From an optimization exercise on the open Yosys and OpenROAD flow, aimed at small area and a short achievable clock period; shortcuts taken in it are not production practice.
In this exercise RTL edits were held to simulation tests only and were not proved equivalent to the original.
No activity file was given, so power comes from the tool's default toggle rates.

===== design/flow/design.v =====
module parser_step (
    input  wire [7:0]  b,
    input  wire [14:0] s,          
    input  wire        lenok,      
    input  wire        bud,        
    output wire [14:0] ns,         
    output wire        ev_begin,
    output wire        ev_fail,
    output wire        incl,       
    output wire        frz,        
    output wire        dv          
);
    wire is_start = b == 8'h02;
    wire is_end   = b == 8'h03;
    wire is_esc   = b == 8'h1B;
    wire is_digit = b[7:4] == 4'h3 && (!b[3] || b[2:1] == 2'b00);
    wire is_colon = b == 8'h3A;
    wire pay_end  = s[9] && is_end;
    wire pay_more = (s[9] && !is_end) || s[10];      
    assign ev_begin = s[0] && is_start;
    assign ev_fail  = ((s[1] || s[2] || s[3]) && !is_digit) ||
                      ((s[4] || s[8]) && !is_colon) ||
                      (pay_end && !lenok) ||
                      (pay_more && bud);
    assign dv       = ((s[9] && !is_end && !is_esc) || s[10]) && !bud;
    assign incl     = |s[10:1] && !pay_end;
    assign frz      = |s[14:11] || pay_end;
    assign ns[0]  = (s[0] && !is_start) || s[14] || ev_fail;
    assign ns[1]  = ev_begin;
    assign ns[2]  = s[1] && is_digit;
    assign ns[3]  = s[2] && is_digit;
    assign ns[4]  = s[3] && is_digit;
    assign ns[5]  = s[4] && is_colon;
    assign ns[6]  = s[5];
    assign ns[7]  = s[6];
    assign ns[8]  = s[7];
    assign ns[9]  = (s[8] && is_colon) || (((s[9] && !is_end && !is_esc) || s[10]) && !bud);
    assign ns[10] = s[9] && is_esc && !bud;
    assign ns[11] = pay_end && lenok;
    assign ns[12] = s[11];
    assign ns[13] = s[12];
    assign ns[14] = s[13];
endmodule
module crc_step (
    input  wire [15:0] c,
    input  wire [7:0]  d,
    input  wire        restart,
    output wire [15:0] n
);
    wire [7:0] x  = c[15:8] ^ d;
    wire [7:0] x2 = x ^ {4'h0, x[7:4]};
    assign n = ({c[7:0], 8'h00} ^ {x2[3:0], 12'h000} ^ {3'b000, x2, 5'b00000} ^ {8'h00, x2})
             | {16{restart}};
endmodule
module count_up (
    input  wire [31:0] q,
    input  wire [1:0]  d,
    output wire [31:0] s
);
    wire [2:0] lo = q[1:0] + d;
    wire [32:0] c;
    wire [4:0]  g;                        
    assign c[2] = lo[2];
    genvar k;
    generate
        for (k = 0; k < 5; k = k + 1) begin : grp
            assign g[k] = &q[2+6*k +: 6];
        end
        for (k = 2; k < 32; k = k + 1) begin : bitk
            if (k > 2) begin : carry
                if ((k - 2) % 6 == 0)
                    assign c[k] = c[k-6] & g[(k-8)/6];
                else
                    assign c[k] = c[k-1] & q[k-1];
            end
            assign s[k] = q[k] ^ c[k];
        end
    endgenerate
    assign s[1:0] = lo[1:0];
endmodule
module hi_match (
    input  wire [18:0] n,
    input  wire [18:0] s,
    output wire        eq0,
    output wire        eq1
);
    wire [18:0] c = ~s;
    wire [18:0] z;
    assign z[0] = n[0] ^ c[0];
    genvar k;
    generate
        for (k = 1; k < 19; k = k + 1) begin : g
            assign z[k] = n[k] ^ c[k] ^ (n[k-1] | c[k-1]);
        end
    endgenerate
    assign eq0 = n == s;
    assign eq1 = z == 19'd0;
endmodule
module timeout_chk (
    input  wire [12:0] now_lo,
    input  wire [12:0] start_lo,
    input  wire        hi0,           
    input  wire        hi1,           
    output wire        over
);
    function sgn(input [12:0] x, input [12:0] y, input [14:0] k);
        reg [14:0] a, b, s, c;
        begin
            a = {2'b00, x}; b = {2'b11, ~y};
            s = a ^ b ^ k;
            c = ((a & b) | (a & k) | (b & k)) << 1;
            sgn = (s + c) >> 14;
        end
    endfunction
    wire b   = now_lo < start_lo;
    wire lo0 = sgn(now_lo, start_lo, 15'd1 - 15'd5001);      
    wire lo1 = sgn(now_lo, start_lo, 15'd1 + 15'd3191);      
    assign over = !((!b && hi0 && lo0) || (b && hi1 && lo1));
endmodule
module frame_parser_x4 (
    input  wire        clk,
    input  wire        rst,               
    input  wire        cmd_valid,
    input  wire [7:0]  cmd_op,            
    input  wire [31:0] cmd_now,           
    input  wire [1:0]  cmd_count,         
    input  wire [31:0] cmd_bytes,         
    output reg         rsp_valid,
    output wire [7:0]  rsp_status,        
    output reg  [3:0]  rsp_begin,         
    output reg  [3:0]  rsp_data_valid,    
    output reg  [31:0] rsp_data,          
    output reg  [1:0]  rsp_frame_lane,    
    output wire [23:0] rsp_type,          
    output wire [15:0] rsp_plen,          
    output wire [15:0] rsp_crc,           
    output reg  [31:0] rsp_time,          
    output wire [31:0] rsp_attempted,     
    output wire [31:0] rsp_valid_frames,  
    output wire [31:0] rsp_cs_errors,     
    output wire [31:0] rsp_malformed,     
    output wire [31:0] rsp_timeouts       
);
    localparam [14:0] IDLE = 15'd1;
    reg        c_valid;
    reg        c_rst;                 
    reg [7:0]  c_op;
    reg [1:0]  c_count;
    reg [31:0] c_now;
    reg [31:0] c_bytes;
    reg        c_hi0_a, c_hi1_a, c_hi0_b, c_hi1_b;
    reg [31:0] start;
    wire       hi0_a, hi1_a, hi0_b, hi1_b;
    hi_match u_hi_a (.n(cmd_now[31:13]), .s(start[31:13]), .eq0(hi0_a), .eq1(hi1_a));
    hi_match u_hi_b (.n(cmd_now[31:13]), .s(c_now[31:13]), .eq0(hi0_b), .eq1(hi1_b));
    always @(posedge clk) begin
        c_hi0_a <= hi0_a;
        c_hi1_a <= hi1_a;
        c_hi0_b <= hi0_b;
        c_hi1_b <= hi1_b;
        c_valid <= cmd_valid && !rst;
        c_rst   <= rst;
        c_op    <= cmd_op;
        c_count <= cmd_count;
        c_now   <= cmd_now;
        c_bytes <= cmd_bytes;
    end
    wire op_feed  = c_op == 8'h06;
    wire op_tick  = c_op == 8'h07;
    wire op_stats = c_op == 8'h08;
    wire op_reset = c_op == 8'h09;
    wire       c_feed  = c_valid && op_feed;
    wire       c_tick  = c_valid && op_tick;
    wire       c_reset = c_valid && op_reset;
    wire       c_ill   = !(op_feed || op_tick || op_stats || op_reset);
    wire [3:0] c_en    = {c_feed && c_count == 2'd3, c_feed && c_count[1],
                          c_feed && c_count != 2'd0, c_feed};
    wire [2:0] n_en    = c_feed ? {1'b0, c_count} + 3'd1 : 3'd0;
    reg [14:0] state;                     
    reg [3:0]  dig0, dig1, dig2;
    reg [23:0] typ;
    reg [9:0]  raw_len;                   
    reg [10:0] room;                      
    reg [9:0]  pay_len;
    reg [2:0]  pl_add;
    reg        pl_clear, pl_upd;
    reg [15:0] crc;
    reg        began;                 
    reg [3:0]  nib0, nib1, nib2, nib3;    
    reg        hok0, hok1, hok2;          
    reg [31:0] attempted, valid_frames, cs_errors, malformed, timeouts;
    reg [1:0]  inc_att, inc_mal;          
    reg        inc_vf, inc_cse, inc_to;
    reg        st_ill, st_frame;
    wire        late;
    timeout_chk u_late (.now_lo(c_now[12:0]), .start_lo(start[12:0]),
                        .hi0(began ? c_hi0_b : c_hi0_a), .hi1(began ? c_hi1_b : c_hi1_a),
                        .over(late));
    wire        timed_out = (c_en[0] || c_tick) && !state[0] && late;
    wire        start_p = state[9] || state[10];
    wire        dec4 = dig0 == 4'd0 && dig1 == 4'd0 && dig2 == 4'd4;
    wire        dec5 = dig0 == 4'd0 && dig1 == 4'd0 && dig2 == 4'd5;
    wire        dec6 = dig0 == 4'd0 && dig1 == 4'd0 && dig2 == 4'd6;
    wire [9:0]  declared = dig0 * 7'd100 + dig1 * 4'd10 + dig2;
    wire [14:0] sa [0:4];
    wire [14:0] sb [0:4];
    wire [3:0]  a_begin, a_fail, a_incl, a_frz, a_dv;
    wire [3:0]  b_begin, b_fail, b_incl, b_frz, b_dv;
    wire [3:0]  lenok, bud;
    assign sa[0] = state;
    assign sb[0] = IDLE;
    assign bud[0]   = start_p && raw_len >= 10'd995;
    assign bud[1]   = start_p && raw_len >= 10'd994;
    assign bud[2]   = start_p && raw_len >= 10'd993;
    assign bud[3]   = start_p && raw_len >= 10'd992;
    assign lenok[0] = room == 11'd0;
    assign lenok[1] = start_p ? room == 11'd1 : dec4;
    assign lenok[2] = start_p ? room == 11'd2 : sa[1][8] ? dec4 : dec5;
    assign lenok[3] = start_p ? room == 11'd3 : sa[2][8] ? dec4 : sa[1][8] ? dec5 : dec6;
    genvar i;
    generate
        for (i = 0; i < 4; i = i + 1) begin : lane
            parser_step u_a (
                .b(c_bytes[8*i +: 8]), .s(sa[i]), .lenok(lenok[i]), .bud(bud[i]),
                .ns(sa[i+1]), .ev_begin(a_begin[i]), .ev_fail(a_fail[i]),
                .incl(a_incl[i]), .frz(a_frz[i]), .dv(a_dv[i]));
            parser_step u_b (
                .b(c_bytes[8*i +: 8]), .s(sb[i]), .lenok(1'b0), .bud(1'b0),
                .ns(sb[i+1]), .ev_begin(b_begin[i]), .ev_fail(b_fail[i]),
                .incl(b_incl[i]), .frz(b_frz[i]), .dv(b_dv[i]));
        end
    endgenerate
    reg [14:0] ls [0:4];
    reg [14:0] fin;
    reg [3:0]  ev_begin, ev_fail, frz, dv, pay, t3, c3;
    integer j, j2, j3, j4;
    always @(*) begin
        for (j = 0; j < 5; j = j + 1)
            ls[j] = timed_out ? sb[j] : sa[j];
        ev_begin = c_en & (timed_out ? b_begin : a_begin);
        ev_fail  = c_en & (timed_out ? b_fail  : a_fail);
        frz      = timed_out ? b_frz : a_frz;
        dv       = c_en & (timed_out ? b_dv : a_dv);
        for (j = 0; j < 4; j = j + 1) begin
            pay[j] = c_en[j] && (ls[j][9] || ls[j][10]);
            t3[j]  = c_en[j] && ls[j][8];
            c3[j]  = c_en[j] && ls[j][14];
        end
        fin = c_en[3] ? ls[4] : c_en[2] ? ls[3] : c_en[1] ? ls[2] : c_en[0] ? ls[1] : ls[0];
    end
    function [3:0] hex_val(input [7:0] x);
        hex_val = x[3:0] + (x[6] ? 4'd9 : 4'd0);
    endfunction
    function hex_ok(input [7:0] x);
        hex_ok = (x[7:4] == 4'h3 && (!x[3] || x[2:1] == 2'b00)) ||
                 (x[7:3] == 5'b01000 && x[2:0] != 3'd0 && x[2:0] != 3'd7);
    endfunction
    wire [15:0] y [0:4];
    reg  [15:0] n_crc;
    reg         open;
    assign y[0] = crc;
    generate
        for (i = 0; i < 4; i = i + 1) begin : crcl
            crc_step u_crc (.c(y[i]), .d(c_bytes[8*i +: 8]), .restart(ev_begin[i]), .n(y[i+1]));
        end
    endgenerate
    always @(*) begin
        n_crc = c_en[3] ? y[4] : c_en[2] ? y[3] : c_en[1] ? y[2] : c_en[0] ? y[1] : y[0];
        open  = 1'b1;
        for (j2 = 3; j2 >= 0; j2 = j2 - 1) begin
            if (c_en[j2] && frz[j2] && open) n_crc = y[j2];
            if (c_en[j2] && ev_begin[j2]) open = 1'b0;
        end
    end
    reg [3:0]  hv [0:3];
    reg [3:0]  hk;
    reg [3:0]  eq [0:3];                  
    wire [3:0] eqr;                       
    reg [3:0]  frame;
    reg [1:0]  lane_c3;
    reg [23:0] n_typ;
    reg [3:0]  n_dig0, n_dig1, n_dig2, n0, n1, n2, n3;
    reg        h0, h1, h2;
    reg [7:0]  bj;
    assign eqr[0] = hok0 && nib0 == crc[15:12];
    assign eqr[1] = hok1 && nib1 == crc[11:8];
    assign eqr[2] = hok2 && nib2 == crc[7:4];
    assign eqr[3] = 1'b0;
    always @(*) begin
        for (j3 = 0; j3 < 4; j3 = j3 + 1) begin
            bj = c_bytes[8*j3 +: 8];
            hv[j3] = hex_val(bj);
            hk[j3] = hex_ok(bj);
            eq[j3] = {hk[j3] && hv[j3] == crc[3:0],  hk[j3] && hv[j3] == crc[7:4],
                      hk[j3] && hv[j3] == crc[11:8], hk[j3] && hv[j3] == crc[15:12]};
        end
        frame[0] = c3[0] && eqr[0] && eqr[1] && eqr[2] && eq[0][3];
        frame[1] = c3[1] && eqr[0] && eqr[1] && eq[0][2] && eq[1][3];
        frame[2] = c3[2] && eqr[0] && eq[0][1] && eq[1][2] && eq[2][3];
        frame[3] = c3[3] && eq[0][0] && eq[1][1] && eq[2][2] && eq[3][3];
        lane_c3 = c3[1] ? 2'd1 : c3[2] ? 2'd2 : c3[3] ? 2'd3 : 2'd0;
        n_typ = typ;
        n_dig0 = dig0; n_dig1 = dig1; n_dig2 = dig2;
        n0 = nib0; n1 = nib1; n2 = nib2; n3 = nib3;
        h0 = hok0; h1 = hok1; h2 = hok2;
        for (j3 = 0; j3 < 4; j3 = j3 + 1) begin
            bj = c_bytes[8*j3 +: 8];
            if (c_en[j3]) begin
                if (ls[j3][1]) n_dig0 = bj[3:0];
                if (ls[j3][2]) n_dig1 = bj[3:0];
                if (ls[j3][3]) n_dig2 = bj[3:0];
                if (sa[j3][5]) n_typ[23:16] = bj;
                if (sa[j3][6]) n_typ[15:8]  = bj;
                if (sa[j3][7]) n_typ[7:0]   = bj;
                if (sa[j3][11]) begin n0 = hv[j3]; h0 = hk[j3]; end
                if (sa[j3][12]) begin n1 = hv[j3]; h1 = hk[j3]; end
                if (sa[j3][13]) begin n2 = hv[j3]; h2 = hk[j3]; end
                if (ls[j3][14]) n3 = hv[j3];
            end
        end
    end
    function [1:0] pop2of4(input [3:0] v);    
        pop2of4 = {(v[0] && (v[1] || v[2] || v[3])) || (v[1] && (v[2] || v[3])) || (v[2] && v[3]),
                   v[0] ^ v[1] ^ v[2] ^ v[3]};
    endfunction
    function [2:0] pop4(input [3:0] v);
        pop4 = {2'b00, v[0]} + {2'b00, v[1]} + {2'b00, v[2]} + {2'b00, v[3]};
    endfunction
    wire [31:0] att_n, mal_n, vf_n, cse_n, to_n;
    count_up u_att (.q(attempted),    .d(inc_att),         .s(att_n));
    count_up u_mal (.q(malformed),    .d(inc_mal),         .s(mal_n));
    count_up u_vf  (.q(valid_frames), .d({1'b0, inc_vf}),  .s(vf_n));
    count_up u_cse (.q(cs_errors),    .d({1'b0, inc_cse}), .s(cse_n));
    count_up u_to  (.q(timeouts),     .d({1'b0, inc_to}),  .s(to_n));
    wire       any_frame = |frame;
    wire       any_c3    = |c3;
    wire [2:0] n_entry   = sa[0][8] ? n_en - 3'd1 : sa[1][8] ? n_en - 3'd2 :
                           sa[2][8] ? n_en - 3'd3 : 3'd0;
    wire [2:0] n_dv      = pop4(dv);
    always @(posedge clk) begin
        rsp_valid      <= c_valid && !rst;
        began          <= |ev_begin;
        rsp_begin      <= ev_begin;
        rsp_data_valid <= dv;
        rsp_frame_lane <= lane_c3;
        rsp_time       <= c_now;
        for (j4 = 0; j4 < 4; j4 = j4 + 1)
            rsp_data[8*j4 +: 8] <= c_bytes[8*j4 +: 8] ^ {2'b00, ls[j4][10], 5'b00000};
        st_ill   <= c_ill;
        st_frame <= any_frame;
        dig0 <= n_dig0; dig1 <= n_dig1; dig2 <= n_dig2;
        typ  <= n_typ;
        nib0 <= n0; nib1 <= n1; nib2 <= n2; nib3 <= n3;
        hok0 <= h0; hok1 <= h1; hok2 <= h2;
        crc  <= n_crc;
        raw_len <= start_p ? raw_len + {7'd0, n_en} : {7'd0, n_entry};
        room    <= start_p ? room - {8'd0, n_en} : {1'b0, declared} - 11'd4 - {8'd0, n_entry};
        pl_add   <= n_dv;
        pl_clear <= !start_p;
        pl_upd   <= |pay || |t3;
        if (pl_upd) pay_len <= (pl_clear ? 10'd0 : pay_len) + {7'd0, pl_add};
        if (|ev_begin) start <= c_now;
        if (c_rst || c_reset) begin
            state        <= IDLE;
            attempted    <= 32'd0;
            valid_frames <= 32'd0;
            cs_errors    <= 32'd0;
            malformed    <= 32'd0;
            timeouts     <= 32'd0;
            inc_att      <= 2'd0;
            inc_mal      <= 2'd0;
            inc_vf       <= 1'b0;
            inc_cse      <= 1'b0;
            inc_to       <= 1'b0;
        end else begin
            state        <= fin;
            attempted    <= att_n;
            malformed    <= mal_n;
            valid_frames <= vf_n;
            cs_errors    <= cse_n;
            timeouts     <= to_n;
            inc_att      <= pop2of4(ev_begin);
            inc_mal      <= pop2of4(ev_fail);
            inc_vf       <= any_frame;
            inc_cse      <= any_c3 && !any_frame;
            inc_to       <= timed_out;
        end
    end
    assign rsp_status       = {{7{st_ill}}, st_ill || st_frame};
    assign rsp_type         = typ;
    assign rsp_plen         = {6'd0, pay_len};
    assign rsp_crc          = {nib0, nib1, nib2, nib3};
    assign rsp_attempted    = attempted;
    assign rsp_valid_frames = valid_frames;
    assign rsp_cs_errors    = cs_errors;
    assign rsp_malformed    = malformed;
    assign rsp_timeouts     = timeouts;
endmodule

===== design/flow/flow/run.sh =====
#!/bin/bash
# Layout: the standard flow (standard.sh, all steps), with one change:
# the input and output ports are buffered with sky130_fd_sc_hd__buf_1 cells
# instead of the clkdlybuf4s50_1 delay cells ORFS picks by default. Every
# port still gets its own buffer. make's full output goes to standard.log,
# and each ORFS step writes its own log under orfs/logs/.
set -euo pipefail
export BUFFER_PORTS_ARGS="-buffer_cell sky130_fd_sc_hd__buf_1"
bash standard.sh > standard.log 2>&1

===== design/flow/standard.sh =====
#!/bin/bash
# synth_recipe.tcl (not shown) runs the flow's synth.tcl, then flattens the netlist and writes it again
# the make line also repeats each setting of config.mk as NAME=value (left out here)
make -C /OpenROAD-flow-scripts/flow DESIGN_CONFIG=/design/flow/config.mk WORK_HOME=/design/flow/orfs CLKGATE_MAP_FILE= SYNTH_SCRIPT=/design/flow/synth_recipe.tcl "${@:-finish}"

===== design/flow/constraint.sdc =====
create_clock -name core_clock -period 20.0 [get_ports {clk}]
set_input_delay 4.0000 -clock core_clock [delete_from_list [all_inputs] [get_ports {clk}]]
set_output_delay 4.0000 -clock core_clock [all_outputs]
set_load 0.01 [all_outputs]

===== design/flow/config.mk =====
export PLATFORM = sky130hd
export DESIGN_NAME = frame_parser_x4
export DESIGN_NICKNAME = frame_parser_x4
export VERILOG_FILES = /design/flow/design.v
export SDC_FILE = /design/flow/constraint.sdc
export NUM_CORES = 4
export LEC_CHECK = 0
export CAP_MARGIN = 20
export CORE_MARGIN = 2
export CORE_UTILIZATION = 40
export PLACE_DENSITY = 0.6
export SLEW_MARGIN = 20

==> results of run 1 <==
-- cells in the final DEF (no fill, tap or decap), drive strengths merged, types with 6 or more instances in the layout --
cell type,instances
conb,6
a21o,14
nand4,48
nand3,119
buf,417
nor3,54
o21ai,160
clkinv,15
a21boi,6
xor2,100
xnor2,179
mux2i,31
nand2,210
o21a,8
ha,251
a31oi,20
or3,36
a21oi,190
nor4,32
dfxtp,421
or4,7
and4,26
nor3b,15
and3,19
fa,16
nor2,259
nor2b,18
nand2b,13
xnor3,6
edfxtp,58
a211oi,27
o211ai,27
or2,13
inv,117
and2,147
clkbuf,79
-- per-layer routing --
layer | vias up | share of wire [%]
li1 | 10700 | -
met1 | 10400 | 42
met2 | 1042 | 45
met3 | 197 | 9.0
met4 | 0 | 3.6
met5 | - | 0
-- power by group --
part	switching [mW]	total (mW)	internal (mW)
Sequential	0.0152	1.00	0.988
Clock	0.418	1.04	0.618
Combinational	0.232	0.385	0.153
-- worst max-delay path by stage --
stage / slack (ns) / to / start
finish: 14.30 / crc[10]$_DFFE_PP_ / c_now[11]$_DFF_P_
detailed placement: 14.38 / crc[10]$_DFFE_PP_ / c_now[11]$_DFF_P_
global route: 13.91 / crc[10]$_DFFE_PP_ / c_now[11]$_DFF_P_
floorplan: 14.86 / c_hi1_b$_DFF_P_ / cmd_now[16]
global placement: 14.48 / crc[10]$_DFFE_PP_ / c_now[11]$_DFF_P_
CTS: 14.36 / crc[10]$_DFFE_PP_ / c_now[11]$_DFF_P_
-- critical path: cells and delay by family (launching register included) --
family	cells	cell delay, ns
AO/OA/AOI/OAI	9	2.53
buffers and inverters	2	0.63
flip-flops	1	0.38
AND/OR/NAND/NOR	3	0.70
XOR/XNOR	2	0.53
adder cells (fa/ha/maj)	2	0.70
-- per-stage QoR --
| stage | hold slack, ns | cell area (um^2) | setup WS (ns) | cells |
|---|---|---|---|---|
| after floorplan | 0.326 | 26500 | 14.86 | 2920 |
| after global placement | 0.362 | 28600 | 14.48 | 4031 |
| after detailed placement | 0.370 | 28600 | 14.38 | 4031 |
| after CTS | 0.375 | 30500 | 14.36 | 4131 |
| after global routing | 0.387 | 30500 | 13.91 | 4131 |
| final | 0.373 | 30500 | 14.30 | 4133 |
-- cells in the mapped netlist, types with 6 or more instances --
library cell and number:
clkbuf_1 126, or2_2 12, fa_1 16, xor2_1 93, edfxtp_1 58, xnor2_1 167
nor3b_1 12, and4_1 26, nor2_1 255, a21oi_1 189, or3_1 35, o21ai_1 12
inv_1 114, nand2b_1 13, and2_1 147, o21ai_0 147, nor2b_1 18, mux2i_1 30
xnor2_2 6, nand3_1 118, a31oi_1 20, xnor3_1 6, buf_4 13, xnor2_4 6
and3_1 19, buf_1 12, o211ai_1 27, ha_1 251, nand4_1 48, nand2_1 210
buf_2 15, dfxtp_1 421, nor4_1 28, or4_1 6, a211oi_1 25, nor3_1 51
a21o_1 14, o21a_1 8
-- layout make-up --
class,count,area [um^2],share of cell area [%]
antenna,2,5.00,0.0164
clock buffer,79,1590,5.19
clock inverter,21,303,0.991
inverter,116,435,1.43
multi-input combinational,2155,15200,49.8
sequential,479,10200,33.3
tap,864,1080,3.54
timing repair buffer,417,1750,5.73
-- flip-flops by register name, summed over array words and instances (netlist names), 8 cells and up --
signal and cells:
c_now 32, malformed 32, raw_len 10, valid_frames 32
room 11, typ 24, c_bytes 32, crc 16
pay_len 10, cs_errors 32, rsp_time 32, c_op 8
timeouts 32, rsp_data 32, state 15, start 32
attempted 32
-- logic make-up (layout without fill, tap and decap cells) --
kind of cell,count (synthesis),after routing
adders and majority gates,268,268
xor gates and xnor gates,285,285
muxes,36,36
DFF,479,479
and+or+nand+nor,1040,1040
AOI/OAI and AO/OA,520,520
buffers and inverters,286,633
other,1,8
==> flow_summary.toml, run 1 <==
[status]
status = "finished clean"

[worst_hold_path]
hp-class = "reg -> reg"
holdPathStages = 0
whs_endpoint = "rsp_time[23]$_DFF_P_"
hp-start = "c_now[23]$_DFF_P_"

[setup_path]
crit_path_top_delay_cell = "inv_2"
r2r-start = "c_now[11]$_DFF_P_"
cp_max_fo = 39
critPathLaunchType = "flip-flop"
crit_chain = "inv_1, ha_1, fa_1, nor3b_2, nand3_1, a211oi_1, and4bb_2, a221o_2, inv_2, o21ai_1, a211o_1, a21oi_2, xnor2_1, o21ai_1, a211oi_2, xor2_1, a221oi_1, o31a_1"
arrival_ns = 6.09
end_kind = "flip-flop"
crit_path_frequent_cell = "o21ai_1"
required_ns = 20.40
crit_type = "reg -> reg"
worstRegToRegCells = 18
r2r_end = "crc[10]$_DFFE_PP_"
cpPeakStageDelay_ns = 0.57
reg2reg_slack_ns = 14.30

[power_and_ir_drop]
power_mw = 2.42
power_leakage_nw = 12.9
p_per_area_nw_per_um2 = 79.4
ir_drop_v = 0.0000640

[cts]
cts_resized = 0
root_buffer = "clkbuf_16"
cts_buffer_depth = 3
cts.clk_slew.worst_paths_ns = 0.07
cts_buffers = 53
cts-htree-levels = 2
cts_tree = "built"
cts_hold_buf = 0
insertion_delay_ns = 0.64
cts_setup_buffers = 0
clock_sinks = 479

[logic_synthesis]
synth_mux_area_share_pct = 1.43
synth_enable_flop_cells = 58
synth.distinct_cells = 102
ys_warn_count = 8
synthCells = 2915
synth-seq-cells = 479
synth_flop_cell = "dfxtp_1"
yosysTopAreaCellShare_pct = 31.8
synth_top_family_by_area = "simple AND/OR/NAND/NOR gates"
synth_fa_ha_area_share_pct = 13.1
synth_compound_area_share_pct = 11.7
synth_area_um2 = 26500
synthArstFlopShare_pct = 0
seq_area_frac_synth_pct = 38.4
synth_xor_xnor_area_share_pct = 10.6
synth_area_per_cell_um2 = 9.09
ys_top_cells_by_area = "dfxtp_1, ha_1, edfxtp_1"
yosys.area.top_type = "dfxtp_1"
yosys.area_share.simple_pct = 20.3

[sta]
rsz0062_at_grt = "no"
max_slew_margin_pct = 28.6
setup_viol = 0
tightest_slew_ns = 1.07
hold_viol_final = 0
clock.fmax_mhz = 176
fin_skew_ns = 0.0487
finalCritPeriodShare_pct = 28.5
finalCriticalPeriod_ns = 5.70
fin_setup_tns_ns = 0
drv_slew = 0

[global_routing]
grt_usage_pct = 24.1
globalRouteOverflowTotal = 0
grt_max_degree = 135
met1_usage_pct = 31.8
use_met3_pct = 5.37
antenna_found_initial = 0
grt_pass1_wl_um = 127000
grt_pass1_vias = 21100
grtUsageMet2_pct = 38.7
busiest_layer = "met2"

[floorplan]
die_height_um = 261
start_util_pct = 40.4
core-area_um2 = 65600
die_w_um = 261
rows = 94
boundaryPins = 376
die_area_um2 = 68300

[layout]
fill_cells = 6539
postLayoutCoreUtil_pct = 46.5
drive_gt1_share_pct = 6.43
final_net_count = 3566
syn_to_final_growth_pct = 15.3

[place]
portBuffers = 369
dpl.hpwl_um = 62900
place.gp.congestion = 0.974

[route]
wire_per_inst_um = 20.6
vias = 22400
drt-total-wl_um = 84900
first_pass_iters = 8
drt_iter0_drc = 2063
avgViaCountPerCell = 5.41
drtAntennaViolNets = 0
drc_errors = 0

[flow_run]
cap_violations = 0
==> inputs of run 2 (changes only) <==
--- a/design/flow/design.v
+++ b/design/flow/design.v
@@ -97,24 +97,40 @@
     assign eq1 = z == 19'd0;
 endmodule
+module lt14 (
+    input  wire [13:0] a,
+    input  wire [13:0] b,
+    output wire        lt
+);
+    wire [13:0] g0 = ~a & b;
+    wire [13:0] p0 = ~a | b;
+    wire [6:0]  g1, p1;
+    genvar k;
+    generate
+        for (k = 0; k < 7; k = k + 1) begin : l1
+            assign g1[k] = g0[2*k+1] | (p0[2*k+1] & g0[2*k]);
+            assign p1[k] = p0[2*k+1] & p0[2*k];
+        end
+    endgenerate
+    wire g2a = g1[6] | (p1[6] & g1[5]), p2a = p1[6] & p1[5];
+    wire g2b = g1[4] | (p1[4] & g1[3]), p2b = p1[4] & p1[3];
+    wire g2c = g1[2] | (p1[2] & g1[1]), p2c = p1[2] & p1[1];
+    wire g3h = g2a | (p2a & g2b),       p3h = p2a & p2b;
+    wire g3l = g2c | (p2c & g1[0]);
+    assign lt = g3h | (p3h & g3l);
+endmodule
 module timeout_chk (
     input  wire [12:0] now_lo,
     input  wire [12:0] start_lo,
+    input  wire [13:0] lim0,          
+    input  wire [13:0] lim1,          
     input  wire        hi0,           
     input  wire        hi1,           
     output wire        over
 );
-    function sgn(input [12:0] x, input [12:0] y, input [14:0] k);
-        reg [14:0] a, b, s, c;
-        begin
-            a = {2'b00, x}; b = {2'b11, ~y};
-            s = a ^ b ^ k;
-            c = ((a & b) | (a & k) | (b & k)) << 1;
-            sgn = (s + c) >> 14;
-        end
-    endfunction
-    wire b   = now_lo < start_lo;
-    wire lo0 = sgn(now_lo, start_lo, 15'd1 - 15'd5001);      
-    wire lo1 = sgn(now_lo, start_lo, 15'd1 + 15'd3191);      
-    assign over = !((!b && hi0 && lo0) || (b && hi1 && lo1));
+    wire lt, lt0, lt1;
+    lt14 u_lt  (.a({1'b0, now_lo}), .b({1'b0, start_lo}), .lt(lt));
+    lt14 u_lt0 (.a({1'b0, now_lo}), .b(lim0),             .lt(lt0));
+    lt14 u_lt1 (.a({1'b0, now_lo}), .b(lim1),             .lt(lt1));
+    assign over = !((hi0 && !lt && lt0) || (hi1 && !lim1[13] && lt1));
 endmodule
 module frame_parser_x4 (
@@ -151,4 +167,5 @@
     reg        c_hi0_a, c_hi1_a, c_hi0_b, c_hi1_b;
     reg [31:0] start;
+    reg [13:0] start_lim0, start_lim1;    
     wire       hi0_a, hi1_a, hi0_b, hi1_b;
     hi_match u_hi_a (.n(cmd_now[31:13]), .s(start[31:13]), .eq0(hi0_a), .eq1(hi1_a));
@@ -192,7 +209,8 @@
     reg [1:0]  inc_att, inc_mal;          
     reg        inc_vf, inc_cse, inc_to;
-    reg        st_ill, st_frame;
+    reg        st_ill, st_any;
     wire        late;
     timeout_chk u_late (.now_lo(c_now[12:0]), .start_lo(start[12:0]),
+                        .lim0(start_lim0), .lim1(start_lim1),
                         .hi0(began ? c_hi0_b : c_hi0_a), .hi1(began ? c_hi1_b : c_hi1_a),
                         .over(late));
@@ -348,5 +366,5 @@
             rsp_data[8*j4 +: 8] <= c_bytes[8*j4 +: 8] ^ {2'b00, ls[j4][10], 5'b00000};
         st_ill   <= c_ill;
-        st_frame <= any_frame;
+        st_any   <= c_ill || any_frame;
         dig0 <= n_dig0; dig1 <= n_dig1; dig2 <= n_dig2;
         typ  <= n_typ;
@@ -360,5 +378,9 @@
         pl_upd   <= |pay || |t3;
         if (pl_upd) pay_len <= (pl_clear ? 10'd0 : pay_len) + {7'd0, pl_add};
-        if (|ev_begin) start <= c_now;
+        if (|ev_begin) begin
+            start      <= c_now;
+            start_lim0 <= {1'b0, c_now[12:0]} + 14'd5001;
+            start_lim1 <= {1'b0, c_now[12:0]} - 14'd3191;
+        end
         if (c_rst || c_reset) begin
             state        <= IDLE;
@@ -387,5 +409,5 @@
         end
     end
-    assign rsp_status       = {{7{st_ill}}, st_ill || st_frame};
+    assign rsp_status       = {{7{st_ill}}, st_any};
     assign rsp_type         = typ;
     assign rsp_plen         = {6'd0, pay_len};
==> flow_summary.toml, run 2 <==
[sta]
clock.fmax_mhz = 176
fin_setup_tns_ns = 0
finalCriticalPeriod_ns = 5.69
fin_skew_ns = 0.0370
drv_slew = 0
finalCritPeriodShare_pct = 28.5
max_slew_margin_pct = 26.0
setup_viol = 0
hold_viol_final = 0
rsz0062_at_grt = "no"
tightest_slew_ns = 1.10

[global_routing]
grt_max_degree = 80
grt_pass1_vias = 22000
globalRouteOverflowTotal = 0
grt_pass1_wl_um = 136000
grt_usage_pct = 24.8
antenna_found_initial = 0

[logic_synthesis]
synth_flop_cell = "dfxtp_1"
yosysTopAreaCellShare_pct = 30.7
synth_area_um2 = 27400
synth_common_cells = "dfxtp_1, nor2_1, nand2_1"
seq_area_frac_synth_pct = 38.7
yosys.area.top_type = "dfxtp_1"
synth-seq-cells = 494
yosysMostFrequentCell = "dfxtp_1"
synthCells = 2967
synth_area_per_cell_um2 = 9.24
synth_enable_flop_cells = 73
synth.distinct_cells = 107
ys_top_cells_by_area = "dfxtp_1, ha_1, edfxtp_1"
ys_warn_count = 7
synthArstFlopShare_pct = 0

[setup_path]
cp_max_fo = 47
required_ns = 20.42
arrival_ns = 6.12
r2r-start = "c_op[5]$_DFF_P_"
end_kind = "flip-flop"
crit_type = "reg -> reg"
critPathLaunchType = "flip-flop"
reg2reg_slack_ns = 14.31
setup.worst_path.start = "c_op[5]$_DFF_P_"

[flow_run]
cap_violations = 0

[layout]
postLayoutCoreUtil_pct = 46.9
fin_cells = 4216
fill_cells = 6581
final_common_cell = "dfxtp_1"
drive_gt1_share_pct = 7.06
final_net_count = 3610
final_cell_mix = "dfxtp_1, buf_1, nor2_1, nand2_1, ha_1"
syn_to_final_growth_pct = 15.4

[floorplan]
boundaryPins = 376
die_w_um = 266
rows = 95
core-area_um2 = 67500
die_area_um2 = 70600
start_util_pct = 40.6
die_height_um = 266

[status]
status = "finished clean"

[worst_hold_path]
hp-start = "c_now[27]$_DFF_P_"
hp-class = "reg -> reg"

[power_and_ir_drop]
p_per_area_nw_per_um2 = 80.1
power_leakage_nw = 13.3
ir_drop_v = 0.0000765

[route]
drtAntennaViolNets = 0
drc_errors = 0
drt-total-wl_um = 90600
drt_iter0_drc = 2276
wire_per_inst_um = 21.5
vias = 23500
first_pass_iters = 6
avgViaCountPerCell = 5.57

[cts]
insertion_delay_ns = 0.63
cts-htree-levels = 2
cts_hold_buf = 0
root_buffer = "clkbuf_16"
cts.clk_slew.worst_paths_ns = 0.06
cts_setup_buffers = 0
cts_resized = 0
cts_buffer_depth = 3
cts_buffers = 56
cts_tree = "built"
clock_sinks = 494

[place]
dpl.hpwl_um = 66600
portBuffers = 369
place_inst = 4111
place.gp.congestion = 0.987
-- run 2: worst paths after layout --
check	endpoint	cells past startpoint
min	rsp_time[27]$_DFF_P_	0
max	crc[14]$_DFFE_PP_	12
min reg2reg	rsp_time[27]$_DFF_P_	0
max reg2reg	crc[14]$_DFFE_PP_	12
-- run 2: cell families (layout without fill, tap and decap cells) --
logic type               Yosys count  count (layout)  share of synthesized area [%]
AND/OR/NAND/NOR                 1038            1038                           19.4
AO/OA/AOI/OAI                    540             540                           12.8
flip-flops                       494             494                           38.7
XOR/XNOR                         306             306                           10.7
buffers and inverters            265             635                           3.93
adder cells (fa/ha/maj)          244             244                           11.4
multiplexers                      79              79                           2.98
other                              1               7                         0.0137
-- run 2: metal layers --
metal | global-route usage [%] | wire [um] | vias to the layer above
met3 | 6.49 | 9790 | 259
met1 | 33.3 | 38400 | 10800
met4 | 10.1 | 3900 | 0
li1 | - | - | 11200
met5 | 0 | 0 | -
met2 | 37.9 | 38500 | 1278
-- run 2: stage by stage --
stage	total power, mW	hold slack, ns	setup slack, ns	cell area (um^2)
after floorplan	1.36	0.326	14.86	27400
after global placement	1.49	0.367	14.38	29700
after detailed placement	1.49	0.366	14.32	29700
after CTS	2.55	0.374	14.32	31600
after global routing	2.63	0.381	14.11	31600
final	2.53	0.371	14.31	31600
-- run 2: critical path: stages (launching register included) --
cell      delay (ns)
dfxtp_1         0.30
nor4_2          0.56
nand4_1         0.54
or2_2           0.73
nor2_4          0.15
buf_4           0.49
o2111a_1        0.74
nor2_1          0.21
a221o_1         0.38
a311oi_2        0.56
xnor2_1         0.28
xor2_1          0.21
a211oi_1        0.31
-- run 2: area by class of cell --
class / count / area [um^2] / share of cell area (%)
Tap cell: 873 / 1090 / 3.45
Multi-Input combinational cell: 2213 / 15800 / 49.9
Timing Repair Buffer: 432 / 1860 / 5.87
Antenna cell: 1 / 2.50 / 0.00791
Clock buffer: 67 / 1550 / 4.88
Sequential cell: 494 / 10600 / 33.6
Clock inverter: 37 / 355 / 1.12
Inverter: 99 / 372 / 1.17
-- run 2: report_power, final --
part / switching (mW) / internal (mW)
clock network: 0.441 / 0.609
registers: 0.0131 / 1.02
logic: 0.278 / 0.170
total: 0.732 / 1.80
==> inputs of run 3 (changes only) <==
--- a/design/flow/config.mk
+++ b/design/flow/config.mk
@@ -9,4 +9,6 @@
 export CORE_MARGIN = 2
 export CORE_UTILIZATION = 40
+export CTS_CLUSTER_DIAMETER = 80
+export CTS_CLUSTER_SIZE = 30
 export PLACE_DENSITY = 0.6
 export SLEW_MARGIN = 20
==> flow_summary.toml, run 3 <==
[logic_synthesis]
synth_compound_area_share_pct = 12.8
synth.distinct_cells = 107
yosysTopAreaCellShare_pct = 30.7
synth-seq-cells = 494
yosys.area.top_type = "dfxtp_1"
synth_area_per_cell_um2 = 9.24
synth_top_family_by_area = "simple AND/OR/NAND/NOR gates"
synth_flop_cell = "dfxtp_1"
synth_mux_area_share_pct = 2.98
synth_area_um2 = 27400
ys_warn_count = 7
seq_area_frac_synth_pct = 38.7
synth_xor_xnor_area_share_pct = 10.7
synth_fa_ha_area_share_pct = 11.4
yosys.area_share.simple_pct = 19.4
synthArstFlopShare_pct = 0
synthCells = 2967
ys_top_cells_by_area = "dfxtp_1, ha_1, edfxtp_1"
yosysMostFrequentCell = "dfxtp_1"
synth_enable_flop_cells = 73
synth_common_cells = "dfxtp_1, nor2_1, nand2_1"

[layout]
diodes = 0
post-route-cell-area_um2 = 31200
drive_gt1_share_pct = 6.00
postLayoutCoreUtil_pct = 46.2
regArea_um2 = 10600
fill_cells = 6575
multi_input_area_um2 = 15800
final_cell_mix = "dfxtp_1, buf_1, nor2_1, nand2_1, ha_1"
syn_to_final_growth_pct = 13.7
final_common_cell = "dfxtp_1"
final_net_count = 3589

[power_and_ir_drop]
seqPwrFrac_pct = 44.3
p_clk_share_pct = 36.5
power_mw = 2.34
switching_share_pct = 32.5
ir_drop_v = 0.0000784
p_per_area_nw_per_um2 = 75.0
power_leakage_nw = 13.0
internal-power_mw = 1.58
p_switching_mw = 0.760
combPwrFrac_pct = 19.2

[cts]
cts_buffers = 35
cts_setup_buffers = 0
cts.clk_slew.worst_paths_ns = 0.10
cts-htree-levels = 2
cts_buffer_depth = 3
clock_sinks = 494
cts_hold_buf = 0
root_buffer = "clkbuf_16"
cts_resized = 0
cts_tree = "built"
insertion_delay_ns = 0.61

[setup_path]
cpPeakStageDelay_ns = 0.74
crit_chain = "nor4_2, nand4_1, or2_2, nor2_4, buf_4, o2111a_1, nor2_1, a221o_1, a311oi_2, xnor2_1, xor2_1, a211oi_1"
end_kind = "flip-flop"
crit_path_top_delay_cell = "o2111a_1"
crit_type = "reg -> reg"
cp_max_fo = 47
critPathLaunchType = "flip-flop"
required_ns = 20.39
arrival_ns = 6.03

[floorplan]
rows = 95
start_util_pct = 40.6
core-area_um2 = 67500
die_height_um = 266
die_w_um = 266
boundaryPins = 376
die_area_um2 = 70600

[sta]
fin_skew_ns = 0.0546
max_slew_margin_pct = 25.7
finalCritPeriodShare_pct = 28.2
drv_slew = 0
finalCriticalPeriod_ns = 5.64
rsz0062_at_grt = "no"
clock.fmax_mhz = 177
tightest_slew_ns = 1.11
setup_viol = 0
worst_slack_ns = 14.36
fin_setup_tns_ns = 0
hold_viol_final = 0

[worst_hold_path]
hp-class = "reg -> reg"

[route]
drc_errors = 0
first_pass_iters = 6
drt_iter0_drc = 2453
vias = 23400
wire_per_inst_um = 21.6
drt-total-wl_um = 90100
avgViaCountPerCell = 5.60
drtAntennaViolNets = 0

[place]
placed_cell_area_um2 = 29700
portBuffers = 369
dp_slack_ns = 14.32
place.gp.congestion = 0.987
dpl.hpwl_um = 66600

[global_routing]
antenna_found_initial = 4
grt_pass1_wl_um = 135000
grt_usage_pct = 24.7
grt_pass1_vias = 21800
grt_max_degree = 80
globalRouteOverflowTotal = 0

[status]
status = "finished clean"

[flow_run]
cap_violations = 0
[run 3: cell types whose count changed in the layout (fill, tap and decap cells not counted), sizes merged]
cell      change
bufinv        -4
clkinvlp      -3
diode         -1
inv           +4
clkbuf       -30
clkinv        -8
[run 3: layer usage]
| metal | track usage, % | vias up | part of all wire [%] |
|---|---|---|---|
| met2 | 38.0 | 1291 | 43 |
| li1 | - | 11100 | - |
| met5 | 0 | - | 0.030 |
| met4 | 9.05 | 4 | 4.0 |
| met3 | 6.78 | 241 | 11 |
| met1 | 33.1 | 10800 | 42 |
[run 3: final cells by class]
cell class              instances  share of cell area [%]
well taps                     873                    3.51
clock buffers                  37                    2.90
repair buffers                432                    5.96
clock inverters                26                    1.66
inverters                      99                    1.19
multi-input cells            2213                    50.7
flip-flops and latches        494                    34.1
[run 3: critical path, delay by kind of cell, from the launching register on]
| kind | cells | cell delay, ns |
|---|---|---|
| compound gates | 4 | 1.98 |
| xor+xnor | 2 | 0.49 |
| buf+inv | 1 | 0.48 |
| flops | 1 | 0.32 |
| simple gates | 5 | 2.10 |
[run 3: path summary, 6_finish.rpt]
check                                  startpoint                   end  slack (ns)  depth (start not counted)
worst min-delay path            c_now[27]$_DFF_P_  rsp_time[27]$_DFF_P_        0.38                          0
worst min register to register  c_now[27]$_DFF_P_  rsp_time[27]$_DFF_P_        0.38                          0
worst max-delay path              c_op[5]$_DFF_P_     crc[14]$_DFFE_PP_       14.36                         12
worst max register to register    c_op[5]$_DFF_P_     crc[14]$_DFFE_PP_       14.36                         12
[run 3: power groups by stage]
stage	combinational [mW]	clock, mW	sequential, mW
finish	0.448	0.853	1.04
global route	0.473	0.918	1.04
CTS	0.434	0.884	1.04
detailed placement	0.432	0	1.06
global placement	0.435	0	1.06
floorplan	0.306	0	1.06
[run 3: cell families after synthesis]
group	Yosys count
compound gates	540
xor+xnor	306
fa+ha+maj	244
buf+inv	265
flops	494
mux	79
other cells	1
simple gates	1038
[run 3: metrics by stage]
stage	std cells	hold WS [ns]
3_3_place_gp	4111	0.367
5_1_grt	4174	0.374
2_1_floorplan	2972	0.326
6_report	4174	0.378
3_5_place_dp	4111	0.366
4_1_cts	4174	0.373
==> inputs of run 4 (changes only) <==
--- a/design/flow/design.v
+++ b/design/flow/design.v
@@ -161,8 +161,12 @@
     reg        c_valid;
     reg        c_rst;                 
-    reg [7:0]  c_op;
-    reg [1:0]  c_count;
+    reg [3:0]  c_en;                  
+    reg        c_tick, c_reset, c_ill;
     reg [31:0] c_now;
     reg [31:0] c_bytes;
+    wire op_feed  = cmd_op == 8'h06;
+    wire op_tick  = cmd_op == 8'h07;
+    wire op_stats = cmd_op == 8'h08;
+    wire op_reset = cmd_op == 8'h09;
     reg        c_hi0_a, c_hi1_a, c_hi0_b, c_hi1_b;
     reg [31:0] start;
@@ -178,20 +182,13 @@
         c_valid <= cmd_valid && !rst;
         c_rst   <= rst;
-        c_op    <= cmd_op;
-        c_count <= cmd_count;
+        c_en    <= {cmd_valid && op_feed && cmd_count == 2'd3, cmd_valid && op_feed && cmd_count[1],
+                    cmd_valid && op_feed && cmd_count != 2'd0, cmd_valid && op_feed};
+        c_tick  <= cmd_valid && op_tick;
+        c_reset <= cmd_valid && op_reset;
+        c_ill   <= !(op_feed || op_tick || op_stats || op_reset);
         c_now   <= cmd_now;
         c_bytes <= cmd_bytes;
     end
-    wire op_feed  = c_op == 8'h06;
-    wire op_tick  = c_op == 8'h07;
-    wire op_stats = c_op == 8'h08;
-    wire op_reset = c_op == 8'h09;
-    wire       c_feed  = c_valid && op_feed;
-    wire       c_tick  = c_valid && op_tick;
-    wire       c_reset = c_valid && op_reset;
-    wire       c_ill   = !(op_feed || op_tick || op_stats || op_reset);
-    wire [3:0] c_en    = {c_feed && c_count == 2'd3, c_feed && c_count[1],
-                          c_feed && c_count != 2'd0, c_feed};
-    wire [2:0] n_en    = c_feed ? {1'b0, c_count} + 3'd1 : 3'd0;
+    wire [2:0] n_en    = c_en[3] ? 3'd4 : c_en[2] ? 3'd3 : c_en[1] ? 3'd2 : c_en[0] ? 3'd1 : 3'd0;
     reg [14:0] state;                     
     reg [3:0]  dig0, dig1, dig2;
@@ -221,11 +218,8 @@
     wire        dec6 = dig0 == 4'd0 && dig1 == 4'd0 && dig2 == 4'd6;
     wire [9:0]  declared = dig0 * 7'd100 + dig1 * 4'd10 + dig2;
-    wire [14:0] sa [0:4];
-    wire [14:0] sb [0:4];
-    wire [3:0]  a_begin, a_fail, a_incl, a_frz, a_dv;
-    wire [3:0]  b_begin, b_fail, b_incl, b_frz, b_dv;
+    wire [14:0] ls [0:4];
+    wire [3:0]  ev_begin_u, ev_fail_u, incl, frz, dv_u;
     wire [3:0]  lenok, bud;
-    assign sa[0] = state;
-    assign sb[0] = IDLE;
+    assign ls[0] = timed_out ? IDLE : state;
     assign bud[0]   = start_p && raw_len >= 10'd995;
     assign bud[1]   = start_p && raw_len >= 10'd994;
@@ -234,30 +228,22 @@
     assign lenok[0] = room == 11'd0;
     assign lenok[1] = start_p ? room == 11'd1 : dec4;
-    assign lenok[2] = start_p ? room == 11'd2 : sa[1][8] ? dec4 : dec5;
-    assign lenok[3] = start_p ? room == 11'd3 : sa[2][8] ? dec4 : sa[1][8] ? dec5 : dec6;
+    assign lenok[2] = start_p ? room == 11'd2 : ls[1][8] ? dec4 : dec5;
+    assign lenok[3] = start_p ? room == 11'd3 : ls[2][8] ? dec4 : ls[1][8] ? dec5 : dec6;
     genvar i;
     generate
         for (i = 0; i < 4; i = i + 1) begin : lane
-            parser_step u_a (
-                .b(c_bytes[8*i +: 8]), .s(sa[i]), .lenok(lenok[i]), .bud(bud[i]),
-                .ns(sa[i+1]), .ev_begin(a_begin[i]), .ev_fail(a_fail[i]),
-                .incl(a_incl[i]), .frz(a_frz[i]), .dv(a_dv[i]));
-            parser_step u_b (
-                .b(c_bytes[8*i +: 8]), .s(sb[i]), .lenok(1'b0), .bud(1'b0),
-                .ns(sb[i+1]), .ev_begin(b_begin[i]), .ev_fail(b_fail[i]),
-                .incl(b_incl[i]), .frz(b_frz[i]), .dv(b_dv[i]));
+            parser_step u_step (
+                .b(c_bytes[8*i +: 8]), .s(ls[i]), .lenok(lenok[i]), .bud(bud[i]),
+                .ns(ls[i+1]), .ev_begin(ev_begin_u[i]), .ev_fail(ev_fail_u[i]),
+                .incl(incl[i]), .frz(frz[i]), .dv(dv_u[i]));
         end
     endgenerate
-    reg [14:0] ls [0:4];
     reg [14:0] fin;
-    reg [3:0]  ev_begin, ev_fail, frz, dv, pay, t3, c3;
+    reg [3:0]  ev_begin, ev_fail, dv, pay, t3, c3;
     integer j, j2, j3, j4;
     always @(*) begin
-        for (j = 0; j < 5; j = j + 1)
-            ls[j] = timed_out ? sb[j] : sa[j];
-        ev_begin = c_en & (timed_out ? b_begin : a_begin);
-        ev_fail  = c_en & (timed_out ? b_fail  : a_fail);
-        frz      = timed_out ? b_frz : a_frz;
-        dv       = c_en & (timed_out ? b_dv : a_dv);
+        ev_begin = c_en & ev_begin_u;
+        ev_fail  = c_en & ev_fail_u;
+        dv       = c_en & dv_u;
         for (j = 0; j < 4; j = j + 1) begin
             pay[j] = c_en[j] && (ls[j][9] || ls[j][10]);
@@ -328,10 +314,10 @@
                 if (ls[j3][2]) n_dig1 = bj[3:0];
                 if (ls[j3][3]) n_dig2 = bj[3:0];
-                if (sa[j3][5]) n_typ[23:16] = bj;
-                if (sa[j3][6]) n_typ[15:8]  = bj;
-                if (sa[j3][7]) n_typ[7:0]   = bj;
-                if (sa[j3][11]) begin n0 = hv[j3]; h0 = hk[j3]; end
-                if (sa[j3][12]) begin n1 = hv[j3]; h1 = hk[j3]; end
-                if (sa[j3][13]) begin n2 = hv[j3]; h2 = hk[j3]; end
+                if (ls[j3][5]) n_typ[23:16] = bj;
+                if (ls[j3][6]) n_typ[15:8]  = bj;
+                if (ls[j3][7]) n_typ[7:0]   = bj;
+                if (ls[j3][11]) begin n0 = hv[j3]; h0 = hk[j3]; end
+                if (ls[j3][12]) begin n1 = hv[j3]; h1 = hk[j3]; end
+                if (ls[j3][13]) begin n2 = hv[j3]; h2 = hk[j3]; end
                 if (ls[j3][14]) n3 = hv[j3];
             end
@@ -353,6 +339,6 @@
     wire       any_frame = |frame;
     wire       any_c3    = |c3;
-    wire [2:0] n_entry   = sa[0][8] ? n_en - 3'd1 : sa[1][8] ? n_en - 3'd2 :
-                           sa[2][8] ? n_en - 3'd3 : 3'd0;
+    wire [2:0] n_entry   = ls[0][8] ? n_en - 3'd1 : ls[1][8] ? n_en - 3'd2 :
+                           ls[2][8] ? n_en - 3'd3 : 3'd0;
     wire [2:0] n_dv      = pop4(dv);
     always @(posedge clk) begin
--- a/design/flow/config.mk
+++ b/design/flow/config.mk
@@ -8,7 +8,7 @@
 export CAP_MARGIN = 20
 export CORE_MARGIN = 2
-export CORE_UTILIZATION = 40
+export CORE_UTILIZATION = 55
 export CTS_CLUSTER_DIAMETER = 80
 export CTS_CLUSTER_SIZE = 30
-export PLACE_DENSITY = 0.6
+export PLACE_DENSITY = 0.7
 export SLEW_MARGIN = 20
==> flow_summary.toml, run 4 <==
[power_and_ir_drop]
power_mw = 2.16
p_per_area_nw_per_um2 = 72.8
ir_drop_v = 0.0000978
combPwrFrac_pct = 19.9
seqPwrFrac_pct = 47.6
p_clk_share_pct = 32.5
internal-power_mw = 1.48
switching_share_pct = 31.3
power_leakage_nw = 12.6
p_switching_mw = 0.676

[layout]
fill_cells = 4165
final_net_count = 3450
final_cell_mix = "dfxtp_1, buf_1, nor2_1, ha_1, xnor2_1"
multi_input_area_um2 = 15100
regArea_um2 = 10600
drive_gt1_share_pct = 5.19
final_common_cell = "dfxtp_1"
fin_cells = 3777
syn_to_final_growth_pct = 11.1

[sta]
rsz0062_at_grt = "no"
fin_skew_ns = 0.0446
hold_slack_ns = 0.378
max_slew_margin_pct = 24.9
worst_slack_ns = 13.96
clock.fmax_mhz = 166
drv_slew = 0
tightest_slew_ns = 1.12
finalCriticalPeriod_ns = 6.04
hold_viol_final = 0
setup_viol = 0
fin_setup_tns_ns = 0
finalCritPeriodShare_pct = 30.2

[route]
drc_errors = 0
avgViaCountPerCell = 6.03
wire_per_inst_um = 22.8
drtAntennaViolNets = 0
vias = 22800
drt-total-wl_um = 85900
drt_iter0_drc = 2206
first_pass_iters = 8

[floorplan]
rows = 80
core-area_um2 = 47800
die_height_um = 224
die_area_um2 = 50300
boundaryPins = 376
die_w_um = 224
start_util_pct = 55.8

[place]
portBuffers = 369
dp_slack_ns = 14.23
place_inst = 3723
place.gp.congestion = 1.04
dpl.hpwl_um = 63900

[logic_synthesis]
synth_top_family_by_area = "simple AND/OR/NAND/NOR gates"
synth-seq-cells = 491
yosys.area_share.simple_pct = 17.5
synth_common_cells = "dfxtp_1, nor2_1, ha_1"
yosys.area.top_type = "dfxtp_1"
synth_compound_area_share_pct = 13.1
synth_xor_xnor_area_share_pct = 11.3
seq_area_frac_synth_pct = 39.5
synth_fa_ha_area_share_pct = 11.5
synth_area_per_cell_um2 = 9.37
synth_area_um2 = 26700
ys_top_cells_by_area = "dfxtp_1, ha_1, edfxtp_1"
synth_mux_area_share_pct = 3.02
synth_flop_cell = "dfxtp_1"
synth.distinct_cells = 97
synthArstFlopShare_pct = 0
yosysMostFrequentCell = "dfxtp_1"
yosysTopAreaCellShare_pct = 31.3
synthCells = 2851
ys_warn_count = 5
synth_enable_flop_cells = 73

[setup_path]
critPathLaunchType = "flip-flop"
cp_max_fo = 26
required_ns = 20.48
crit_type = "reg -> reg"
arrival_ns = 6.51
end_kind = "flip-flop"

[worst_hold_path]
hp-class = "reg -> reg"

[status]
status = "finished clean"

[cts]
cts_tree = "built"
cts-htree-levels = 1
cts_hold_buf = 0
cts_buffer_depth = 3
root_buffer = "clkbuf_16"
clock_sinks = 491
cts_buffers = 28
insertion_delay_ns = 0.63
cts_resized = 0
cts_setup_buffers = 0
cts.clk_slew.worst_paths_ns = 0.11

[global_routing]
grt_pass1_vias = 21800
grt_usage_pct = 32.9
grt_max_degree = 112
antenna_found_initial = 1
globalRouteOverflowTotal = 0
grt_pass1_wl_um = 128000

[flow_run]
cap_violations = 0
-- run 4: changes by cell type in the layout (fill, tap and decap cells not counted), moves of 7 or more --
cell	change
nor4_1	+9
nor3_1	-34
a221oi_1	-10
a211o_1	+8
a31oi_1	-10
nand3_1	-10
and3_1	-12
nand2_1	-46
mux2i_1	+7
nand4_1	-10
xor2_1	+10
a211oi_1	+13
a21oi_1	+9
buf_4	-14
-- run 4: cell families after synthesis --
logic type | after synthesis
AO/OA/AOI/OAI | 540
XOR/XNOR | 314
adder cells (fa/ha/maj) | 240
buffers and inverters | 267
flip-flops | 491
multiplexers | 80
other | 1
AND/OR/NAND/NOR | 918
-- run 4: metrics by stage --
step                util (%)  cell area, um^2
CTS                     62.0            29600
detailed placement      59.7            28600
global placement        59.7            28600
finish                  62.0            29700
global route            62.0            29700
floorplan                  -            26700
-- run 4: path summary, 6_finish.rpt --
| path | from | endpoint | slack [ns] | cells after the start |
|---|---|---|---|---|
| hold reg to reg | c_ill$_DFF_P_ | st_ill$_DFF_P_ | 0.38 | 0 |
| setup / recovery | raw_len[4]$_SDFF_PP0_ | crc[12]$_DFFE_PP_ | 13.96 | 17 |
| hold / removal | c_ill$_DFF_P_ | st_ill$_DFF_P_ | 0.38 | 0 |
| setup reg to reg | raw_len[4]$_SDFF_PP0_ | crc[12]$_DFFE_PP_ | 13.96 | 17 |
-- run 4: power groups by stage --
stage	combinational (mW)	sequential, mW	clock (mW)
3_5_place_dp	0.412	1.05	0
5_1_grt	0.452	1.03	0.746
6_report	0.429	1.03	0.702
4_1_cts	0.415	1.03	0.714
2_1_floorplan	0.293	1.05	0
3_3_place_gp	0.411	1.05	0
-- run 4: routing by layer --
layer | routed length (um) | vias up | global-route usage [%]
li1 | - | 10600 | -
met1 | 34900 | 10800 | 42.7
met4 | 3780 | 0 | 13.0
met2 | 39400 | 1171 | 54.2
met3 | 7860 | 250 | 6.32
met5 | 0 | - | 0
-- run 4: layout make-up --
cell class	instances	area share [%]
antenna	2	0.0169
tap	615	2.59
clock inverter	17	0.983
clock buffer	35	2.61
timing repair buffer	418	5.91
sequential	491	35.6
multi-input combinational	2098	51.0
inverter	101	1.28
-- run 4: worst max-delay path: stages (launching register included) --
cell,delay (ns)
dfxtp_1,0.38
a2111oi_0,0.80
nor3_1,0.26
nor3_1,0.57
nand2_1,0.10
and3_1,0.19
o21ai_0,0.11
nor3_1,0.09
o32a_1,0.23
a21oi_2,0.26
nand2_1,0.34
inv_2,0.52
or2_1,0.26
nand2b_1,0.63
nand2_1,0.46
nor3_1,0.42
nand2b_1,0.12
o211ai_1,0.17
==> inputs of run 5 (changes only) <==
--- a/design/flow/config.mk
+++ b/design/flow/config.mk
@@ -8,7 +8,7 @@
 export CAP_MARGIN = 20
 export CORE_MARGIN = 2
-export CORE_UTILIZATION = 55
+export CORE_UTILIZATION = 40
 export CTS_CLUSTER_DIAMETER = 80
 export CTS_CLUSTER_SIZE = 30
-export PLACE_DENSITY = 0.7
+export PLACE_DENSITY = 0.6
 export SLEW_MARGIN = 20
==> flow_summary.toml, run 5 <==
[logic_synthesis]
yosysTopAreaCellShare_pct = 31.3
synth_enable_flop_cells = 73
synth.distinct_cells = 97
ys_top_cells_by_area = "dfxtp_1, ha_1, edfxtp_1"
synthCells = 2851
synth_mux_area_share_pct = 3.02
synth_top_family_by_area = "simple AND/OR/NAND/NOR gates"
seq_area_frac_synth_pct = 39.5
synth_compound_area_share_pct = 13.1
yosys.area_share.simple_pct = 17.5
synth_common_cells = "dfxtp_1, nor2_1, ha_1"
synth_area_um2 = 26700
synth_flop_cell = "dfxtp_1"
yosysMostFrequentCell = "dfxtp_1"
synth-seq-cells = 491
synth_area_per_cell_um2 = 9.37
synth_fa_ha_area_share_pct = 11.5
yosys.area.top_type = "dfxtp_1"
synth_xor_xnor_area_share_pct = 11.3
synthArstFlopShare_pct = 0
ys_warn_count = 5

[power_and_ir_drop]
p_clk_share_pct = 37.1
p_per_area_nw_per_um2 = 75.9
seqPwrFrac_pct = 44.8
switching_share_pct = 30.8
internal-power_mw = 1.59
ir_drop_v = 0.0000658
combPwrFrac_pct = 18.1
power_mw = 2.30
p_switching_mw = 0.708
power_leakage_nw = 12.8

[sta]
fin_setup_tns_ns = 0
setup_viol = 0
finalCritPeriodShare_pct = 28.8
tightest_slew_ns = 1.04
max_slew_margin_pct = 30.0
clock.fmax_mhz = 174
drv_slew = 0
hold_viol_final = 0
rsz0062_at_grt = "no"
finalCriticalPeriod_ns = 5.75
fin_skew_ns = 0.0405

[cts]
cts_tree = "built"
cts_buffer_depth = 3
cts.clk_slew.worst_paths_ns = 0.10
cts-htree-levels = 2
cts_hold_buf = 0
clock_sinks = 491
root_buffer = "clkbuf_16"
insertion_delay_ns = 0.59
cts_buffers = 35
cts_setup_buffers = 0
cts_resized = 0

[route]
drt_iter0_drc = 1953
drc_errors = 0
avgViaCountPerCell = 5.58
drt-total-wl_um = 86600
vias = 22500
first_pass_iters = 6
drtAntennaViolNets = 0
wire_per_inst_um = 21.5

[floorplan]
rows = 94
die_area_um2 = 68800
die_w_um = 262
boundaryPins = 376
die_height_um = 262
start_util_pct = 40.5
core-area_um2 = 66000

[status]
status = "finished clean"

[place]
place_inst = 3972
place.gp.congestion = 1.00
dpl.hpwl_um = 63400
portBuffers = 369

[layout]
fin_cells = 4035
regArea_um2 = 10600
final_net_count = 3457
final_common_cell = "dfxtp_1"
fill_cells = 6430
final_cell_mix = "dfxtp_1, buf_1, nor2_1, ha_1, xnor2_1"
multi_input_area_um2 = 15100
drive_gt1_share_pct = 5.68
diodes = 0
syn_to_final_growth_pct = 13.5

[global_routing]
grt_pass1_wl_um = 130000
grt_max_degree = 105
grt_pass1_vias = 21200
globalRouteOverflowTotal = 0
grt_usage_pct = 24.3
antenna_found_initial = 2

[setup_path]
worstRegToRegCells = 18
required_ns = 20.41
crit_chain = "inv_1, a22oi_1, o221ai_1, or3_1, o21a_1, o221ai_2, a21oi_1, buf_4, or3_1, a21oi_2, nand2_1, inv_2, or2_1, nand2b_1, nand2_1, nor3_1, nand2b_1, o211ai_1"
cpPeakStageDelay_ns = 0.51
crit_path_top_delay_cell = "inv_2"
cp_max_fo = 26
arrival_ns = 6.16
end_kind = "flip-flop"
r2r-start = "c_now[6]$_DFF_P_"
reg2reg_slack_ns = 14.25
r2r_end = "crc[12]$_DFFE_PP_"
crit_type = "reg -> reg"
critPathLaunchType = "flip-flop"

[worst_hold_path]
whs_endpoint = "rsp_time[19]$_DFF_P_"
hp-class = "reg -> reg"
hp-start = "c_now[19]$_DFF_P_"
holdPathStages = 0

[flow_run]
cap_violations = 0
==> run 5: area by class of cell <==
class                      instances  share of cell area (%)
clock buffer                      40                    3.23
clock inverter                    23                    1.38
inverter                         101                    1.25
multi-input combinational       2098                    49.9
sequential                       491                    34.9
tap                              864                    3.57
timing repair buffer             418                    5.79
==> run 5: worst max path at each step <==
stage | from | endpoint | slack, ns | depth (start not counted)
5_1_grt | c_now[6]$_DFF_P_ | crc[12]$_DFFE_PP_ | 13.76 | 18
4_1_cts | c_now[6]$_DFF_P_ | crc[12]$_DFFE_PP_ | 14.37 | 18
2_1_floorplan | cmd_now[15] | c_hi1_b$_DFF_P_ | 14.86 | 6
6_report | c_now[6]$_DFF_P_ | crc[12]$_DFFE_PP_ | 14.25 | 18
3_3_place_gp | cmd_now[29] | c_hi1_a$_DFF_P_ | 14.51 | 7
3_5_place_dp | c_now[6]$_DFF_P_ | crc[12]$_DFFE_PP_ | 14.42 | 18
==> run 5: power by group through the flow <==
| stage | registers, mW | logic, mW | clock network [mW] |
|---|---|---|---|
| floorplan | 1.05 | 0.293 | 0 |
| global placement | 1.05 | 0.403 | 0 |
| detailed placement | 1.05 | 0.401 | 0 |
| CTS | 1.03 | 0.404 | 0.880 |
| global route | 1.03 | 0.441 | 0.913 |
| finish | 1.03 | 0.416 | 0.854 |
==> run 5: cell families (layout without fill, tap and decap cells) <==
group                    after synthesis  in the layout
XOR/XNOR                             314            314
other                                  1              6
AO/OA/AOI/OAI                        540            540
buffers and inverters                267            582
flip-flops                           491            491
multiplexers                          80             80
AND/OR/NAND/NOR                      918            918
adder cells (fa/ha/maj)              240            240
==> run 5: through the flow <==
| step | cell area, um^2 | util, % | hold slack, ns | setup WS (ns) |
|---|---|---|---|---|
| floorplan | 26700 | - | 0.324 | 14.86 |
| global placement | 28900 | 43.8 | 0.368 | 14.51 |
| detailed placement | 28900 | 43.8 | 0.372 | 14.42 |
| CTS | 30300 | 45.9 | 0.382 | 14.37 |
| global route | 30300 | 45.9 | 0.390 | 13.76 |
| finish | 30300 | 45.9 | 0.384 | 14.25 |
==> run 5: worst max-delay path, delay by kind of cell, from the launching register on <==
kind,cells,cell delay [ns]
flip-flops,1,0.46
buffers and inverters,3,0.86
AO/OA/AOI/OAI,7,1.44
AND/OR/NAND/NOR,8,2.79
==> run 5: per-layer routing <==
metal | vias to the layer above | share of wire [%] | global-route usage [%]
met5 | - | 0.015 | 0
met4 | 2 | 4.7 | 10.7
met3 | 230 | 9.4 | 4.74
met2 | 1147 | 44 | 38.9
met1 | 10500 | 42 | 31.8
li1 | 10600 | - | -

## re-timing with driven ports
The flow's constraints put no driver on any port. The routed layouts listed below were extracted and timed again, unchanged, in two steps.
Step 1: set_driving_cell puts a clkbuf_16 on clk and a buf_2 on each other input, an assumption about the parent block.
Step 2 also shifts input and output timing later by t, the mid clock arrival at the registers, as if the neighbouring blocks saw the same clock.
a / b / c = no drivers / after step 1 / after step 2; a / b = the first two.
run	shift t [ns]	setup WS [ns]	hold slack, ns
run 1	0.683	14.303 / 14.303 / 14.303	0.373 / 0.373 / 0.373
run 2	0.672	14.306 / 14.306 / 14.306	0.371 / 0.371 / 0.371
run 3	0.649	14.364 / 14.364 / 14.364	0.378 / 0.378 / 0.378
run 4	0.669	13.961 / 13.961 / 13.961	0.378 / 0.378 / 0.378
run 5	0.633	14.249 / 14.249 / 14.249	0.384 / 0.384 / 0.384
After both steps every run listed still meets setup and hold.
